This design comes from an exercise in tuning for small area and few clock cycles on the open sky130 flow, not from production work.
At most, simulation tests tie the RTL to the original design; equivalence was not proved.
No activity file was given, so power comes from the tool's default toggle rates.

==> run B <==
## pals2_rsc
module pals2_rsc (
  input             clk,
  input             rst,           
  input             cmd_valid,
  input      [63:0] cmd_word,
  output            cmd_ready,
  output            rsp_valid,
  output reg  [3:0] rsp_flags,
  output reg [15:0] rsp_data,
  output            bus_req,
  output            bus_we,
  output      [6:0] bus_dev,
  output      [7:0] bus_addr,
  output reg  [7:0] bus_wdata,
  output      [3:0] bus_len,
  input             bus_done,
  input             bus_ack,
  input      [79:0] bus_rdata,
  input      [31:0] ms_now
);
==> flow/config.mk <==
export PLATFORM = sky130hd
export DESIGN_NAME = pals2_rsc
export DESIGN_NICKNAME = pals2_rsc
export VERILOG_FILES = /design/flow/design.v
export SDC_FILE = /design/flow/constraint.sdc
export NUM_CORES = 4
export LEC_CHECK = 0
export CAP_MARGIN = 20
export CORE_MARGIN = 2
export CORE_UTILIZATION = 40
export PLACE_DENSITY = 0.6
export SLEW_MARGIN = 20
==> flow/constraint.sdc <==
create_clock -name core_clock -period 5.0 [get_ports {clk}]
set_input_delay 1.0000 -clock core_clock [delete_from_list [all_inputs] [get_ports {clk}]]
set_output_delay 1.0000 -clock core_clock [all_outputs]
set_load 0.01 [all_outputs]
standard.sh (not shown) runs the stock make flow with config.mk's settings and CLKGATE_MAP_FILE= SYNTH_SCRIPT=/design/flow/synth_recipe.tcl, a recipe that flattens the netlist after the stock synthesis.
==> flow/flow/run.sh <==
#!/bin/bash
set -euo pipefail
here=$(pwd)
# ORFS's synth.tcl, with the abc script replaced right after the preamble sets it
sed "s#^source \$::env(SCRIPTS_DIR)/synth_preamble.tcl\$#&\nset abc_args [lreplace \$abc_args 1 1 $here/flow/abc_area.script]#" \
  "$FLOW_HOME/scripts/synth.tcl" > "$here/synth_area.tcl"
grep -q "abc_area.script" "$here/synth_area.tcl"
# The standard flow's synthesis script, sourcing the copy above instead of ORFS's synth.tcl
sed "s#^source \$::env(SCRIPTS_DIR)/synth.tcl\$#source $here/synth_area.tcl#" \
  "$here/synth_recipe.tcl" > "$here/synth_top.tcl"
grep -q "synth_area.tcl" "$here/synth_top.tcl"
export BUFFER_PORTS_ARGS="-buffer_cell sky130_fd_sc_hd__buf_1"
bash standard.sh SYNTH_SCRIPT="$here/synth_top.tcl" finish > "$here/standard.log" 2>&1
==> flow/flow/abc_area.script <==
strash
&get -n
&fraig -x
&put
scorr
dc2
dretime
strash
balance
rewrite
refactor
balance
rewrite
rewrite -z
balance
refactor -z
rewrite -z
balance
&get -n
&dch -f
&nf -R 1000
&put
==> run F: changes against run B <==
--- a/flow/design.v
+++ b/flow/design.v
@@ -113,32 +113,27 @@
     case (gf_sel)
       2'd0: gf_x100 = 16'd8179;
       2'd1: gf_x100 = 16'd2217;
       2'd2: gf_x100 = 16'd602;
       default: gf_x100 = 16'd75;
     endcase
   end
   wire [15:0] status  = {7'h00, hs_state, gf_sel, cc_mode, sticky};
-  wire [10:0] el_bw;                    
-  wire  [9:0] el_lo;                    
-  wire [21:0] t0_carry;                 
-  assign el_bw[0]    = 1'b0;
-  assign t0_carry[0] = 1'b1;
-  genvar gi;
-  generate
-    for (gi = 0; gi < 10; gi = gi + 1) begin : g_lo
-      assign el_lo[gi]   = ms_now[gi] ^ t0[gi] ^ el_bw[gi];
-      assign el_bw[gi+1] = (~ms_now[gi] & t0[gi]) | (~(ms_now[gi] ^ t0[gi]) & el_bw[gi]);
-    end
-    for (gi = 1; gi < 22; gi = gi + 1) begin : g_hi
-      assign t0_carry[gi] = t0_carry[gi-1] & t0[gi+9];
-    end
-  endgenerate
-  wire        hi_same = ~|(ms_now[31:10] ^ t0[31:10] ^ ({22{el_bw[10]}} & t0_carry));
+  wire  [9:0] el_lo;
+  wire        el_b;
+  assign {el_b, el_lo} = {1'b0, ms_now[9:0]} - {1'b0, t0[9:0]};
+  reg  [21:0] t0_carry;                 
+  integer k;
+  always @(*) begin
+    t0_carry[0] = 1'b1;
+    for (k = 1; k < 22; k = k + 1)
+      t0_carry[k] = t0_carry[k-1] & t0[k+9];
+  end
+  wire        hi_same = (ms_now[31:10] == (t0[31:10] ^ ({22{el_b}} & t0_carry)));
   wire        tmo     = !hi_same || (&el_lo[9:5] && (el_lo[4] || (el_lo[3] && |el_lo[2:0])));
   wire accept = cmd_ready & cmd_valid;
   wire done   = st[2] & bus_done;
   always @(posedge clk) begin
     if (accept) begin
       t0[15:0] <= {B[7:0], A[7:0]};
       sel      <= opc[1] | opc[0];
     end else if (done && st == S_ODT)
==> flow/run.sh (new file) <==
#!/bin/bash
# synth_recipe.tcl (not shown) runs the flow's synth.tcl, then flattens the netlist and writes it again
# the make line also repeats each setting of config.mk as NAME=value (left out here)
make -C /OpenROAD-flow-scripts/flow DESIGN_CONFIG=/design/flow/config.mk WORK_HOME=/design/flow/orfs CLKGATE_MAP_FILE= SYNTH_SCRIPT=/design/flow/synth_recipe.tcl finish
removed: flow/flow/run.sh
removed: flow/flow/abc_area.script
removed: flow/standard.sh
==> notes.md <==
quantity	run F	run B
Proportion of synthesized area in mux cells	2.03%	0.395%
Non-clock inverter total of the final layout	39	37
Run status	no timing/DRC/antenna violations	failed layout checks
Violated checks	-	negative setup slack
Fraction of final layout cells sized beyond drive strength 1	8.49%	12.3%
Non-clock buffer count	236	256
Fraction of area in clock buffers and inverters	5.25%	5.82%
Clock share of power	41.6%	33.6%
Post-route setup slack	325 ps	-1540 ps
R2R depth	15	33
Net switching power	0.876 mW	1.20 mW
End point of the critical path	addr[0]$_DFFE_PP_	hs_state[1]$_SDFFE_PP0P_
Wire length of the first global-routing pass	40.7 mm	34.9 mm
Worst slack on hold paths	455 ps	475 ps
Met2 wire length	12.4 mm	10.3 mm
Met2 demand-to-capacity share in global routing	37.8%	37.0%
Period utilization	93.5%	131%
Starting density of the core	40.6%	40.7%
Met3 layer usage reported by global route	4.57%	5.53%
Area share of and/or/nand/nor cells after synthesis	20.9%	19.9%
Overall Global Routing Usage	23.6%	22.5%
Testbench counts of run F, summed over its fixed seeds: cycles 22,592.
Function not checked in run B: the RTL went through the layout flow alone.

-- port drivers added, routing unchanged --
How much do the figures lean on ideal ports? The routed layouts below were timed once more, with nothing changed but the port constraints. Step 1: set_driving_cell puts a clkbuf_16 on clk and a buf_2 on each other input, an assumption about the parent block. Step 2 also shifts input and output timing later by t, the mid clock arrival at the registers, as if the neighbouring blocks saw the same clock. a / b / c = no drivers / after step 1 / after step 2; a / b = the first two.
| run | shift t [ns] | setup slack, ns | cell pins on the clock port's net |
|---|---|---|---|
| run B | 0.468 | -1.545 / -1.540 / -2.008 | 1 |
| run F | 0.476 | 0.325 / 0.348 / -0.128 | 1 |
With both steps, setup timing fails in run F, where it was met with ideal ports. The setup slack of run B, which loses most, moves by +0.005 ns with the drivers and by -0.463 ns with both steps.
